From an optimization exercise on the open Yosys and OpenROAD flow, aimed at small area and a short achievable clock period; shortcuts taken in it are not production practice.
Only the layout flow was run in this run; the RTL was not checked for function there.

===== flow/design.v =====
module ebd_sampler (
    input  wire        clk,
    input  wire        rst,
    input  wire        wr_en,      
    input  wire [1:0]  wr_ch,      
    input  wire [9:0]  wr_data,    
    output reg  [3:0]  cursor,
    output reg  [13:0] acc_sh,
    output reg  [13:0] acc_lg,
    output reg  [13:0] acc_hg
);
    localparam integer N_HIST = 12;
    reg [9:0] hist_sh [0:N_HIST-1];
    reg [9:0] hist_lg [0:N_HIST-1];
    reg [9:0] hist_hg [0:N_HIST-1];
    reg [9:0] old_val;
    always @(*) begin
        case (wr_ch)
            2'd0:    old_val = hist_sh[cursor];
            2'd1:    old_val = hist_lg[cursor];
            default: old_val = hist_hg[cursor];
        endcase
    end
    integer i;
    always @(posedge clk) begin
        if (rst) begin
            cursor <= 4'd0;
            acc_sh <= 14'd0;
            acc_lg <= 14'd0;
            acc_hg <= 14'd0;
            for (i = 0; i < N_HIST; i = i + 1) begin
                hist_sh[i] <= 10'd0;
                hist_lg[i] <= 10'd0;
                hist_hg[i] <= 10'd0;
            end
        end else if (wr_en) begin
            case (wr_ch)
                2'd0: begin
                    hist_sh[cursor] <= wr_data;
                    acc_sh <= acc_sh - {4'd0, old_val} + {4'd0, wr_data};
                end
                2'd1: begin
                    hist_lg[cursor] <= wr_data;
                    acc_lg <= acc_lg - {4'd0, old_val} + {4'd0, wr_data};
                end
                default: begin
                    hist_hg[cursor] <= wr_data;
                    acc_hg <= acc_hg - {4'd0, old_val} + {4'd0, wr_data};
                    cursor <= (cursor == 4'd11) ? 4'd0 : cursor + 4'd1;
                end
            endcase
        end
    end
endmodule
module ebd_deriver #(
    parameter integer K_SHUNT = 4883,
    parameter integer D_SHUNT = 1000,
    parameter integer K_LG    = 20,
    parameter integer K_HG    = 62,
    parameter integer OFF_HG  = 50
) (
    input  wire [13:0]        acc_sh,
    input  wire [13:0]        acc_lg,
    input  wire [13:0]        acc_hg,
    output wire signed [31:0] current,
    output wire signed [31:0] voltage,
    output wire signed [31:0] power,
    output wire               hg
);
    localparam integer N_HIST      = 12;
    localparam integer HG_DIV      = 10;
    localparam integer GAIN_THRESH = 6000;
    localparam integer P_DIV       = 1000;
    localparam integer W  = 32;
    localparam integer PW = 42;
    wire [9:0] m_sh = acc_sh / 14'd12;
    wire [9:0] m_lg = acc_lg / 14'd12;
    wire [9:0] m_hg = acc_hg / 14'd12;
    wire signed [W-1:0] m_sh_w = $signed({{(W-10){1'b0}}, m_sh});
    wire signed [W-1:0] m_lg_w = $signed({{(W-10){1'b0}}, m_lg});
    wire signed [W-1:0] m_hg_w = $signed({{(W-10){1'b0}}, m_hg});
    wire signed [W-1:0] i_w    = (m_sh_w * K_SHUNT) / D_SHUNT;
    wire signed [W-1:0] v_lg_w = m_lg_w * K_LG;
    wire signed [W-1:0] v_hg_w = (m_hg_w * K_HG) / HG_DIV - OFF_HG;
    wire                use_hg = (v_lg_w <= GAIN_THRESH);
    wire signed [W-1:0] v_w    = use_hg ? v_hg_w : v_lg_w;
    wire signed [PW-1:0] i_p   = i_w;
    wire signed [PW-1:0] v_p   = v_w;
    wire signed [PW-1:0] p_w   = (i_p * v_p) / P_DIV;
    assign current = i_w[31:0];
    assign voltage = v_w[31:0];
    assign power   = p_w[31:0];
    assign hg      = use_hg;
endmodule
module ebd_mfc #(
    parameter integer K_SHUNT        = 4883,
    parameter integer D_SHUNT        = 1000,
    parameter integer K_LG           = 20,
    parameter integer K_HG           = 62,
    parameter integer OFF_HG         = 50,
    parameter integer P_TARGET_RESET = 1000,
    parameter integer P_LVC_RESET    = 2000
) (
    input  wire        clk,
    input  wire        rst,
    output wire        adc_req,
    output wire [1:0]  adc_ch,
    input  wire        adc_done,
    input  wire [9:0]  adc_data,
    input  wire        btn_a,
    input  wire        btn_b,
    output wire [15:0] duty_out,
    output wire        load_en,
    output wire        fan_en,
    output wire        led,
    output wire        frame_valid,
    input  wire        disp_ack,
    input  wire        host_valid,
    input  wire        host_we,
    input  wire [3:0]  host_addr,
    input  wire [31:0] host_wdata,
    output reg  [31:0] host_rdata
);
    localparam [2:0] PH_SAMPLE_SH = 3'd0;
    localparam [2:0] PH_SAMPLE_LG = 3'd1;
    localparam [2:0] PH_SAMPLE_HG = 3'd2;
    localparam [2:0] PH_DERIVE    = 3'd3;
    localparam [2:0] PH_PROTECT   = 3'd4;
    localparam [2:0] PH_MODE      = 3'd5;
    localparam [2:0] PH_REGULATE  = 3'd6;
    localparam [2:0] PH_HANDOFF   = 3'd7;
    localparam [1:0] M_OFF = 2'd0;
    localparam [1:0] M_SET = 2'd1;
    localparam [1:0] M_ON  = 2'd2;
    localparam [1:0] M_LVC = 2'd3;
    localparam [15:0] DUTY_OFF   = 16'd1025;
    localparam [15:0] DUTY_MIN   = 16'd300;
    localparam [15:0] DUTY_MAX   = 16'd1000;
    localparam integer FAN_THRESH = 2500;
    reg [2:0]         phase;
    reg signed [31:0] current_r;
    reg signed [31:0] voltage_r;
    reg signed [31:0] power_r;
    reg               hg_r;
    reg [15:0]        duty_r;
    reg [1:0]         mode_r;
    reg [1:0]         disp_mode_r;
    reg               last_ok_r;
    reg               pend_a_r;
    reg               pend_b_r;
    reg signed [31:0] target_r;
    reg signed [31:0] lvcut_r;
    reg               fan_r;
    reg               led_r;
    wire [3:0]  cursor;
    wire [13:0] acc_sh, acc_lg, acc_hg;
    wire sampling   = (phase <= PH_SAMPLE_HG);
    wire sample_ok  = sampling && adc_done;
    wire advance    = sampling ? adc_done :
                      (phase == PH_HANDOFF) ? disp_ack : 1'b1;
    assign adc_req     = sampling;
    assign adc_ch      = phase[1:0];
    assign frame_valid = (phase == PH_HANDOFF);
    ebd_sampler u_sampler (
        .clk     (clk),
        .rst     (rst),
        .wr_en   (sample_ok),
        .wr_ch   (phase[1:0]),
        .wr_data (adc_data),
        .cursor  (cursor),
        .acc_sh  (acc_sh),
        .acc_lg  (acc_lg),
        .acc_hg  (acc_hg)
    );
    wire signed [31:0] d_current, d_voltage, d_power;
    wire               d_hg;
    ebd_deriver #(
        .K_SHUNT (K_SHUNT),
        .D_SHUNT (D_SHUNT),
        .K_LG    (K_LG),
        .K_HG    (K_HG),
        .OFF_HG  (OFF_HG)
    ) u_deriver (
        .acc_sh  (acc_sh),
        .acc_lg  (acc_lg),
        .acc_hg  (acc_hg),
        .current (d_current),
        .voltage (d_voltage),
        .power   (d_power),
        .hg      (d_hg)
    );
    reg [1:0]  mp_mode;
    reg [1:0]  mp_disp;
    reg        mp_last_ok;
    reg        mp_force_off;
    always @(*) begin
        mp_mode      = mode_r;
        mp_disp      = disp_mode_r;
        mp_last_ok   = last_ok_r;
        mp_force_off = 1'b0;
        if (pend_a_r) begin
            if (mp_mode == M_ON) begin
                mp_mode      = M_OFF;        
                mp_force_off = 1'b1;
                mp_last_ok   = 1'b1;
            end else if (mp_mode == M_OFF) begin
                mp_mode      = M_ON;         
                mp_last_ok   = 1'b1;
            end else begin
                mp_last_ok   = 1'b0;         
            end
        end
        if (pend_b_r) begin
            if (mp_mode == M_OFF) begin
                mp_disp      = mp_disp + 2'd1;
            end else if (mp_mode == M_LVC) begin
                mp_mode      = M_OFF;        
                mp_last_ok   = 1'b1;
            end
        end
    end
    always @(posedge clk) begin
        if (rst) begin
            phase       <= PH_SAMPLE_SH;
            current_r   <= 32'sd0;
            voltage_r   <= 32'sd0;
            power_r     <= 32'sd0;
            hg_r        <= 1'b0;
            duty_r      <= DUTY_OFF;
            mode_r      <= M_OFF;
            disp_mode_r <= 2'd0;
            last_ok_r   <= 1'b0;
            pend_a_r    <= 1'b0;
            pend_b_r    <= 1'b0;
            target_r    <= P_TARGET_RESET;
            lvcut_r     <= P_LVC_RESET;
            fan_r       <= 1'b0;
            led_r       <= 1'b1;
        end else begin
            if (advance)
                phase <= phase + 3'd1;
            pend_a_r <= btn_a | (pend_a_r & (phase != PH_MODE));
            pend_b_r <= btn_b | (pend_b_r & (phase != PH_MODE));
            case (phase)
                PH_DERIVE: begin
                    current_r <= d_current;
                    voltage_r <= d_voltage;
                    power_r   <= d_power;
                    hg_r      <= d_hg;
                end
                PH_PROTECT: begin
                    fan_r <= (power_r > FAN_THRESH);
                end
                PH_MODE: begin
                    mode_r      <= mp_mode;
                    disp_mode_r <= mp_disp;
                    last_ok_r   <= mp_last_ok;
                    if (mp_force_off)
                        duty_r <= DUTY_OFF;
                end
                PH_REGULATE: begin
                    if (mode_r == M_ON) begin
                        if (voltage_r < lvcut_r) begin
                            duty_r    <= DUTY_OFF;    
                            mode_r    <= M_LVC;
                            last_ok_r <= 1'b1;
                        end else if (current_r < target_r && duty_r > DUTY_MIN) begin
                            duty_r <= duty_r - 16'd1;
                        end else if (current_r > target_r && duty_r < DUTY_MAX) begin
                            duty_r <= duty_r + 16'd1;
                        end
                    end
                end
                default: ;
            endcase
            if (host_valid && host_we) begin
                case (host_addr)
                    4'h1: target_r <= host_wdata;
                    4'h2: lvcut_r  <= host_wdata;
                    default: ;
                endcase
            end
        end
    end
    wire [31:0] status = {18'd0, phase, pend_b_r, pend_a_r, last_ok_r, led_r,
                          load_en, fan_r, hg_r, disp_mode_r, mode_r};
    reg  [31:0] rd_mux;
    always @(*) begin
        case (host_addr)
            4'h0: rd_mux = status;
            4'h1: rd_mux = target_r;
            4'h2: rd_mux = lvcut_r;
            4'h3: rd_mux = {16'd0, duty_r};
            4'h4: rd_mux = current_r;
            4'h5: rd_mux = voltage_r;
            4'h6: rd_mux = power_r;
            4'h7: rd_mux = {28'd0, cursor};
            4'h8: rd_mux = {18'd0, acc_sh};
            4'h9: rd_mux = {18'd0, acc_lg};
            4'hA: rd_mux = {18'd0, acc_hg};
            default: rd_mux = 32'd0;
        endcase
    end
    always @(posedge clk) begin
        if (rst)
            host_rdata <= 32'd0;
        else if (host_valid && !host_we)
            host_rdata <= rd_mux;
    end
    assign duty_out = duty_r;
    assign load_en  = (mode_r == M_ON);
    assign fan_en   = fan_r;
    assign led      = led_r;
endmodule

===== flow/run.sh =====
#!/bin/bash
# synth_recipe.tcl (not shown) runs the flow's synth.tcl, then flattens the netlist and writes it again
# the make line also repeats each setting of config.mk as NAME=value (left out here)
make -C /OpenROAD-flow-scripts/flow DESIGN_CONFIG=/design/flow/config.mk WORK_HOME=/design/flow/orfs CLKGATE_MAP_FILE= SYNTH_SCRIPT=/design/flow/synth_recipe.tcl finish

===== flow/config.mk =====
export PLATFORM = sky130hd
export DESIGN_NAME = ebd_mfc
export DESIGN_NICKNAME = ebd_mfc
export VERILOG_FILES = /design/flow/design.v
export SDC_FILE = /design/flow/constraint.sdc
export NUM_CORES = 4
export LEC_CHECK = 0
export CAP_MARGIN = 20
export CORE_MARGIN = 2
export CORE_UTILIZATION = 40
export SLEW_MARGIN = 20

===== flow/constraint.sdc =====
create_clock -name core_clock -period 70.0 [get_ports {clk}]
set_input_delay 14.0000 -clock core_clock [delete_from_list [all_inputs] [get_ports {clk}]]
set_output_delay 14.0000 -clock core_clock [all_outputs]
set_load 0.01 [all_outputs]

==> results.txt <==
* Number of DRC markers after the initial detailed-route iteration at 6671
* CTS tree: done
* Flip-flop and latch count after synthesis at between 700 and 800
* Nature of the critical path startpoint: register
* Start of the worst register-to-register path: u_sampler.acc_hg[11]$_SDFFE_PP0P_
* Required time reported for the critical path endpoint at 70.54 ns
* X dimension of the die at 453 um
* HPWL after detailed placement at between 200000 and 250000 um
* Most frequent cells in the layout: sky130_fd_sc_hd__nor2_1 (859), sky130_fd_sc_hd__inv_1 (775), sky130_fd_sc_hd__nand2_1 (734)
* Die height at 453 um
* Final setup vio count at 0
* Setup repair after global routing missed its margin: no
* Number of levels in the clock H-tree at 3
* Total number of vias at 70411
* Worst reg2reg path endpoint: power_r[26]$_SDFFE_PP0N_
* Minimum clock period after layout at 65.34 ns
* Yosys warnings at 2
* Worst path buffer plus inverter count at 11
* Kind of end point of the critical path: register
* Fmax at 15.3 MHz
* Synthesized area per cell at 8.87 um^2
* ANT nets after route at 0
* Final hold vios at 0
* Worst-path cell with the longest stage delay: sky130_fd_sc_hd__or4_1
* Maximum number of pins on one net before global-route repair at 112
* CP max FO at 18
* Routed wire length at 270000 um
* DRC violations left at 0
* Hold path startpoint: target_r[15]$_SDFFE_PP0P_
* Area delta synth->final at 7.80%
* Ratio of final minimum period to clock period at just over 90%
* Via count of the first global-routing pass at 68036
* Synthesized Nets at 10041
* Critical Setup Path Class: reg2reg
* Final sum of negative setup slack at 0 ns
* DP Cell Count at 11510
* Number of clock sinks seen by CTS at 726
* Top cell by count, worst path: sky130_fd_sc_hd__a21oi_1
* Clock network latency to the later pin of the worst-skew pair at 0.73 ns
* End point of the most critical hold path: target_r[15]$_SDFFE_PP0P_
* Layout Nets at 9882
* Detailed Routing Iterations Pass 1 at 8
* Slew at the pin closest to its max-slew limit at 1.17 ns
* RePlAce Congestion at about 1
* Die area at about 210000 um^2
* Cells on worst reg2reg path at 211
* Ports at 109
* Non-filler instance count after layout at 11667
* Number of different library cells in the post-synthesis netlist at 190
* Mapped Area at 80700 um^2
* Port Buffer Count at 107
* Final number of max-transition violations at 0
* Number of antenna violations at the first check in global routing at 18
* EDFF count, synth at 480
* Number of cells on the worst hold path at 2
* Post-route clock skew at 0.0875 ns
* Status: finished clean
* Total CTS buffers at 78
* Max-cap check violation count at 0
* Post-CTS clock slew at the launch and capture registers of the worst setup and hold paths at 0.07 ns
* Delay of the slowest cell on the worst path at between 0.7 and 0.8 ns
* Buffers from clock root to sink, at most at 3
* Share of cells above drive strength 1 at 10.5%
* Kind of cell adding the most delay to the critical path: compound AO/OA/AOI/OAI gates
* Most common cell after layout, fill and taps aside: sky130_fd_sc_hd__nor2_1
* Arrival time reported for the critical path endpoint at 65.88 ns
* Mapped Cells at around 9100
* Worst R2R Setup Slack at 4.66 ns
* Mean number of vias per cell at 6.04
* Global-route wire length before repair at 411000 um
* Cell row count at between 150 and 200
* Path category of the worst min-delay check: reg2reg
* Area of the core at 200000 um^2
* Dominant register cell in the synthesized netlist: sky130_fd_sc_hd__edfxtp_1
* Buffer cell driving the clock tree root: sky130_fd_sc_hd__clkbuf_16
* Worst relative slew slack at 21.5%
* Initial core utilization at approximately two fifths
* Fraction of the yosys area taken by sequential cells at 24.0%
* Residual overflow from global routing at 0
* Wire per inst at 23.1 um
* Async S/R FF share, synth at 0%
* Aggregate global-route resource usage at 25.6%
* Post-CTS Hold Buffers at 0
## through the flow
stage	hold WS, ns	worst slack [ns]	instance area [um^2]	util [%]
global placement	0.461	1.89	83900	41.9
floorplan	0.438	15.00	80700	-
CTS	0.470	0.361	86600	43.3
detailed placement	0.461	0.485	83900	42.0
global route	0.494	0.0656	87000	43.5
finish	0.473	4.66	87000	43.5
## cell type report
class	instances	area, um^2
multi-input combinational	7119	56700
timing repair buffer	223	1900
sequential	726	19300
tap	2656	3320
fill	19504	113000
inverter	790	2970
clock buffer	91	2030
clock inverter	50	656
antenna	12	30.0
## worst register-to-register path, delay by kind of cell (launching register included)
kind / cells / cell delay, ns
AOI/OAI and AO/OA: 115 / 33.28
and+or+nand+nor: 42 / 13.69
adders and majority gates: 19 / 7.61
muxes: 14 / 4.81
xor gates and xnor gates: 10 / 3.65
buffers and inverters: 11 / 1.52
DFF: 1 / 0.63
## state kept, by name, summed over array words and instances (netlist names), 2 cells and up, named ones only
register           count
u_sampler.acc_lg      14
power_r               32
phase                  3
u_sampler.cursor       4
disp_mode_r            2
lvcut_r               32
u_sampler.acc_hg      14
voltage_r             26
mode_r                 2
host_rdata            32
u_sampler.hist_hg    160
duty_r                16
current_r             14
target_r              32
u_sampler.hist_lg    160
u_sampler.hist_sh    160
u_sampler.acc_sh      14
## worst max-delay path by stage
stage | startpoint | endpoint | slack [ns] | cells past startpoint
4_1_cts | u_sampler.acc_sh[11]$_SDFFE_PP0P_ | power_r[26]$_SDFFE_PP0N_ | 0.36 | 229
6_report | u_sampler.acc_hg[11]$_SDFFE_PP0P_ | power_r[26]$_SDFFE_PP0N_ | 4.66 | 211
3_3_place_gp | u_sampler.acc_sh[11]$_SDFFE_PP0P_ | power_r[26]$_SDFFE_PP0N_ | 1.89 | 230
3_5_place_dp | u_sampler.acc_sh[11]$_SDFFE_PP0P_ | power_r[26]$_SDFFE_PP0N_ | 0.49 | 228
2_1_floorplan | u_sampler.acc_sh[11]$_SDFFE_PP0P_ | power_r[26]$_SDFFE_PP0N_ | 15.00 | 239
5_1_grt | u_sampler.acc_sh[11]$_SDFFE_PP0P_ | power_r[26]$_SDFFE_PP0N_ | 0.07 | 231
## logic make-up after synthesis
| group | count (synthesis) | synth area share [%] |
|---|---|---|
| buffers and inverters | 1253 | 6.37 |
| and+or+nand+nor | 3170 | 19.8 |
| DFF | 726 | 24.0 |
| xor gates and xnor gates | 457 | 5.13 |
| adders and majority gates | 906 | 17.9 |
| other | 1 | 0.00465 |
| AOI/OAI and AO/OA | 2256 | 20.2 |
| muxes | 328 | 6.58 |
## layer usage
layer	vias up	part of all wire, %	GRT usage (%)
met5	-	0.022	0
met4	8	5.2	12.0
met3	516	6.3	3.20
met2	2702	47	42.1
met1	34757	42	33.3
li1	32428	-	-
## repair_timing
action,in CTS,in global routing
setup buffers,0,1
endpoints found under the setup margin,0,32
gates resized for setup,0,57
## cells in the mapped netlist (all sizes together) (30+ instances only)
| cell | number | share of area [%] |
|---|---|---|
| o21a | 56 | 0.52 |
| o22ai | 46 | 0.40 |
| nor3 | 216 | 1.4 |
| o211ai | 74 | 0.74 |
| ha | 467 | 7.2 |
| or3 | 71 | 0.59 |
| edfxtp | 480 | 18 |
| nor2b | 56 | 0.43 |
| inv | 785 | 3.7 |
| a31oi | 119 | 0.99 |
| nor4 | 68 | 0.65 |
| nand2b | 82 | 0.64 |
| mux2i | 117 | 1.5 |
| xor2 | 120 | 1.4 |
| a41oi | 31 | 0.36 |
| xnor2 | 337 | 3.8 |
| nand2 | 738 | 3.5 |
| o31ai | 49 | 0.53 |
| clkbuf | 327 | 1.6 |
| nand4 | 70 | 0.56 |
| mux2 | 59 | 0.85 |
| mux4 | 152 | 4.2 |
| or4 | 30 | 0.31 |
| dfxtp | 246 | 6.1 |
| a211o | 43 | 0.47 |
| a22o | 45 | 0.49 |
| nor2 | 874 | 4.1 |
| nor3b | 34 | 0.33 |
| a211oi | 108 | 1.1 |
| a21o | 94 | 0.89 |
| a221oi | 47 | 0.56 |
| a21oi | 580 | 3.7 |
| o211a | 34 | 0.42 |
| and2 | 454 | 3.5 |
| o21ai | 338 | 2.1 |
| buf | 134 | 1.1 |
| or2 | 113 | 0.88 |
| a22oi | 83 | 0.80 |
| nand3 | 207 | 1.3 |
| o31a | 32 | 0.36 |
| and3 | 76 | 0.61 |
| fa | 423 | 10 |
| o21bai | 77 | 0.73 |
| a2111oi | 53 | 0.76 |

port drivers added, routing unchanged:
How much do the figures lean on ideal ports? The routed layout below was timed once more, with nothing changed but the port constraints. Step 1, drivers: a clkbuf_16 drives clk and a buf_2 each remaining input, both assumed. Step 2, shift: input delay + t, output delay - t, t = (earliest + latest rising clock arrival at the registers) / 2. This alone moves slack from input paths to output paths. a / b / c = no drivers / after step 1 / after step 2; a / b = the first two.
shift t [ns]: 0.770
setup slack, ns: 4.661 / 4.661 / 4.661
hold WS [ns]: 0.473 / 0.473 / 0.473
worst setup path at the end: register to register
cell pins on the clock port's net: 1
After both steps this run still meets setup and hold. The setup slack of this run moves by 0.000 ns with the drivers and by 0.000 ns with both steps.
